Context: an optimization exercise on an open-source flow, tuned for small area. The choices shown serve that exercise and are no tape-out recipe. The RTL was checked by simulation tests, not by an equivalence proof against the original design. Power and IR drop assume default switching activity.

Design cwe_engine, start of the top module:
module cwe_engine (
    input  wire        clk,
    input  wire        rst,             
    input  wire        req_valid,
    output wire        req_ready,
    input  wire [3:0]  req_op,
    input  wire        req_dir,         
    input  wire [31:0] req_a0,
    input  wire [31:0] req_a1,
    output wire        res_valid,
    output wire [3:0]  res_status,
    output wire [31:0] res_value,
    output wire [31:0] res_x1,
    output wire        res_len8,
    output wire [7:0]  res_terr,
    output wire        t_req_valid,
    output wire [1:0]  t_req_kind,      
    output wire [31:0] t_req_word,      
    output wire [15:0] t_req_len,       
    input  wire        t_ack,
    input  wire        t_err,
    input  wire [7:0]  t_errcode,
    input  wire [31:0] t_rdata,
    output wire        p_resume_req,    
    input  wire        p_done,
    input  wire        p_ok,
    output wire        p_release,       
    input  wire        completion,
    input  wire        cmode,           
    input  wire        tick,
    input  wire [31:0] now,
    output reg  [31:0] last_resp,
    output reg  [31:0] last_ts,
    output reg         last_valid
);
Size: about 830 cells after synthesis, ~220 flip-flops, ~10000 µm² of cells after synthesis.
==> flow/config.mk <==
export PLATFORM = sky130hd
export DESIGN_NAME = cwe_engine
export DESIGN_NICKNAME = cwe_engine
export VERILOG_FILES = /design/flow/design.v
export SDC_FILE = /design/flow/constraint.sdc
export NUM_CORES = 4
export LEC_CHECK = 0
export CAP_MARGIN = 0
export CORE_MARGIN = 2
export CORE_UTILIZATION = 62
export CTS_BUF_LIST = sky130_fd_sc_hd__clkbuf_16
export CTS_CLUSTER_DIAMETER = 60
export CTS_CLUSTER_SIZE = 30
export SLEW_MARGIN = 0
==> flow/constraint.sdc <==
create_clock -name core_clock -period 10.0 [get_ports {clk}]
set_input_delay 2.0000 -clock core_clock [delete_from_list [all_inputs] [get_ports {clk}]]
set_output_delay 2.0000 -clock core_clock [all_outputs]
set_load 0.01 [all_outputs]
standard.sh (not shown) runs the stock make flow with config.mk's settings and CLKGATE_MAP_FILE= SYNTH_SCRIPT=/design/flow/synth_recipe.tcl, a recipe that flattens the netlist after the stock synthesis.
==> flow/flow/run.sh <==
#!/bin/bash
# Layout flow: the standard ORFS flow (standard.sh), with the port
# buffers that global placement inserts on every input and output made of
# the platform's smallest buffer (buf_1) instead of the resizer's default
# choice. Everything else is the standard flow, unchanged.
set -euo pipefail
export BUFFER_PORTS_ARGS="-buffer_cell sky130_fd_sc_hd__buf_1"
bash standard.sh > flow_make.log 2>&1
The first run ran to the end with no violations.
Edit:
Settings changed: CAP_MARGIN 0 to 20, CTS_CLUSTER_DIAMETER 60 to 100, SLEW_MARGIN 0 to 20.
Count of clock-buffer cells in the layout is lower by 4.
Worst hold slack gets better by 0.0081 ns.
Clock power is lower by about a fifth.
Die area does not change.
Global-route usage is about the same.
Synthesized area stays the same.
Routed wire length hardly moves.
Non-clock buffer count is unchanged.

========
Setup of maple:
Another version of the RTL of cwe_engine (not shown whole).
For scale: about 1100 cells after synthesis, roughly 210 flip-flops, roughly 350 I/O pins, roughly 11000 um2 of cells after synthesis.
==> flow/config.mk <==
export PLATFORM = sky130hd
export DESIGN_NAME = cwe_engine
export DESIGN_NICKNAME = cwe_engine
export VERILOG_FILES = /design/flow/design.v
export SDC_FILE = /design/flow/constraint.sdc
export NUM_CORES = 4
export LEC_CHECK = 0
export CAP_MARGIN = 20
export CORE_MARGIN = 2
export CORE_UTILIZATION = 70
export SLEW_MARGIN = 20
==> flow/constraint.sdc <==
create_clock -name core_clock -period 10.0 [get_ports {clk}]
set_input_delay 2.0000 -clock core_clock [delete_from_list [all_inputs] [get_ports {clk}]]
set_output_delay 2.0000 -clock core_clock [all_outputs]
set_load 0.01 [all_outputs]
run.sh (not shown) runs the stock make flow with config.mk's settings and CLKGATE_MAP_FILE= SYNTH_SCRIPT=/design/flow/synth_recipe.tcl, a recipe that flattens the netlist after the stock synthesis.
Stock flow here: none of the scripts above is used.
maple never completed, since it errored out during 5_1_grt.
### maple -> cedar
- CORE_UTILIZATION changed from 70 to 50
- CTS_BUF_LIST newly set to sky130_fd_sc_hd__clkbuf_8
- CTS_CLUSTER_SIZE newly set to 30
==> summary.txt <==
- cedar completed end to end with timing, DRC and antenna clean.
- Comparing maple and cedar, the higher final weighted congestion of routability-driven global placement was measured on maple.
- Average size of a mapped cell came out exactly the same in maple and cedar.
- From cedar to maple, number of flops mapped to enable cells by yosys did not move at all.
- Re initial cell density of the core: cedar is 21 points down on maple.
- As far as number of buffers inserted for hold repair after clock tree synthesis goes, cedar and maple are indistinguishable; the numbers are identical.
- From maple to cedar, number of distinct library cell variants in the gate-level netlist after synthesis did not move at all.
- As far as maximum root-to-sink buffer count goes, maple and cedar are indistinguishable; the numbers are identical.
- cedar reports a higher total clock buffers created by CTS than maple does.
- Re area of the mapped netlist: no difference whatsoever between cedar and maple.
- Number of buffers inserted to repair setup after CTS: maple vs cedar identical

========
cwe_engine with an RTL version that a note above also has.
Size in the first run: roughly 220 flip-flops, about 350 I/O pins, roughly 10000 um2 of cells after synthesis.
==> flow/design.v (excerpt) <==
module cwe_engine (
    input  wire        clk,
    input  wire        rst,             
    input  wire        req_valid,
    output wire        req_ready,
    input  wire [3:0]  req_op,
    input  wire        req_dir,         
    input  wire [31:0] req_a0,
    input  wire [31:0] req_a1,
    output wire        res_valid,
    output wire [3:0]  res_status,
    output wire [31:0] res_value,
    output wire [31:0] res_x1,
    output wire        res_len8,
    output wire [7:0]  res_terr,
    output wire        t_req_valid,
    output wire [1:0]  t_req_kind,      
    output wire [31:0] t_req_word,      
    output wire [15:0] t_req_len,       
    input  wire        t_ack,
    input  wire        t_err,
    input  wire [7:0]  t_errcode,
    input  wire [31:0] t_rdata,
    output wire        p_resume_req,    
    input  wire        p_done,
    input  wire        p_ok,
    output wire        p_release,       
    input  wire        completion,
    input  wire        cmode,           
    input  wire        tick,
    input  wire [31:0] now,
    output reg  [31:0] last_resp,
    output reg  [31:0] last_ts,
    output reg         last_valid
);
==> flow/config.mk <==
export PLATFORM = sky130hd
export DESIGN_NAME = cwe_engine
export DESIGN_NICKNAME = cwe_engine
export VERILOG_FILES = /design/flow/design.v
export SDC_FILE = /design/flow/constraint.sdc
export NUM_CORES = 4
export LEC_CHECK = 0
export CAP_MARGIN = 20
export CORE_MARGIN = 2
export CORE_UTILIZATION = 62
export CTS_BUF_LIST = sky130_fd_sc_hd__clkbuf_16
export CTS_CLUSTER_DIAMETER = 60
export CTS_CLUSTER_SIZE = 30
export SLEW_MARGIN = 20
==> flow/constraint.sdc <==
create_clock -name core_clock -period 10.0 [get_ports {clk}]
set_input_delay 2.0000 -clock core_clock [delete_from_list [all_inputs] [get_ports {clk}]]
set_output_delay 2.0000 -clock core_clock [all_outputs]
set_load 0.01 [all_outputs]
standard.sh (not shown) runs the stock make flow with config.mk's settings and CLKGATE_MAP_FILE= SYNTH_SCRIPT=/design/flow/synth_recipe.tcl, a recipe that flattens the netlist after the stock synthesis.
Scripts as last shown in full above: flow/flow/run.sh
Next try:
==> flow/config.mk (replaced) <==
export PLATFORM = sky130hd
export DESIGN_NAME = cwe_engine
export DESIGN_NICKNAME = cwe_engine
export VERILOG_FILES = /design/flow/design.v
export SDC_FILE = /design/flow/constraint.sdc
export NUM_CORES = 4
export LEC_CHECK = 0
export CAP_MARGIN = 0
export CORE_MARGIN = 2
export CORE_UTILIZATION = 70
export CTS_BUF_LIST = sky130_fd_sc_hd__clkbuf_16
export CTS_CLUSTER_DIAMETER = 50
export CTS_CLUSTER_SIZE = 34
export SLEW_MARGIN = 0
The new run finished with timing, DRC and antenna clean.
Global-route usage rose by 5.9 points.
Design area rose by 0.37%.
Setup slack gets better by 55 ps.
Wire length rose by 3.5%.
Power rose by 5.1%.
Worst hold slack gets worse by 14 ps.
Register-to-register slack gets worse by 140 ps.

-- static timing again, ports no longer ideal --
The results above use ideal ports. As a check the final layouts listed here were re-extracted and re-timed, cells and wires unchanged. Step 1, drivers: a clkbuf_16 drives clk and a buf_2 each remaining input, both assumed. Step 2 times the ports against the registers' clock, not the clock port: input delays grow and output delays shrink by t, the midpoint of the rising clock arrivals with the driver on. a / b / c = ideal ports / drivers / drivers and shift; a / b = the first two.
run | t (ns) | setup slack, ns | hold slack, ns | worst setup path after step 2 | slew at the worst register clock pin (ns)
the first run of note 1 | 0.520 | 5.161 / 5.118 / 5.637 | 0.508 / 0.508 / 0.508 | register to output | 0.10 / 0.10
the second run of note 1 | 0.506 | 5.163 / 5.118 / 5.624 | 0.516 / 0.516 / 0.516 | register to output | 0.12 / 0.12
cedar | 0.583 | 4.543 / 4.500 / 5.057 | 0.484 / 0.484 / 0.484 | input to register | 0.07 / 0.07
the first run of note 3 | 0.520 | 5.158 / 5.114 / 5.633 | 0.508 / 0.508 / 0.508 | register to output | 0.10 / 0.10
the second run of note 3 | 0.528 | 5.213 / 5.166 / 5.486 | 0.494 / 0.494 / 0.494 | input to register | 0.09 / 0.09
After both steps every run listed still meets setup and hold.
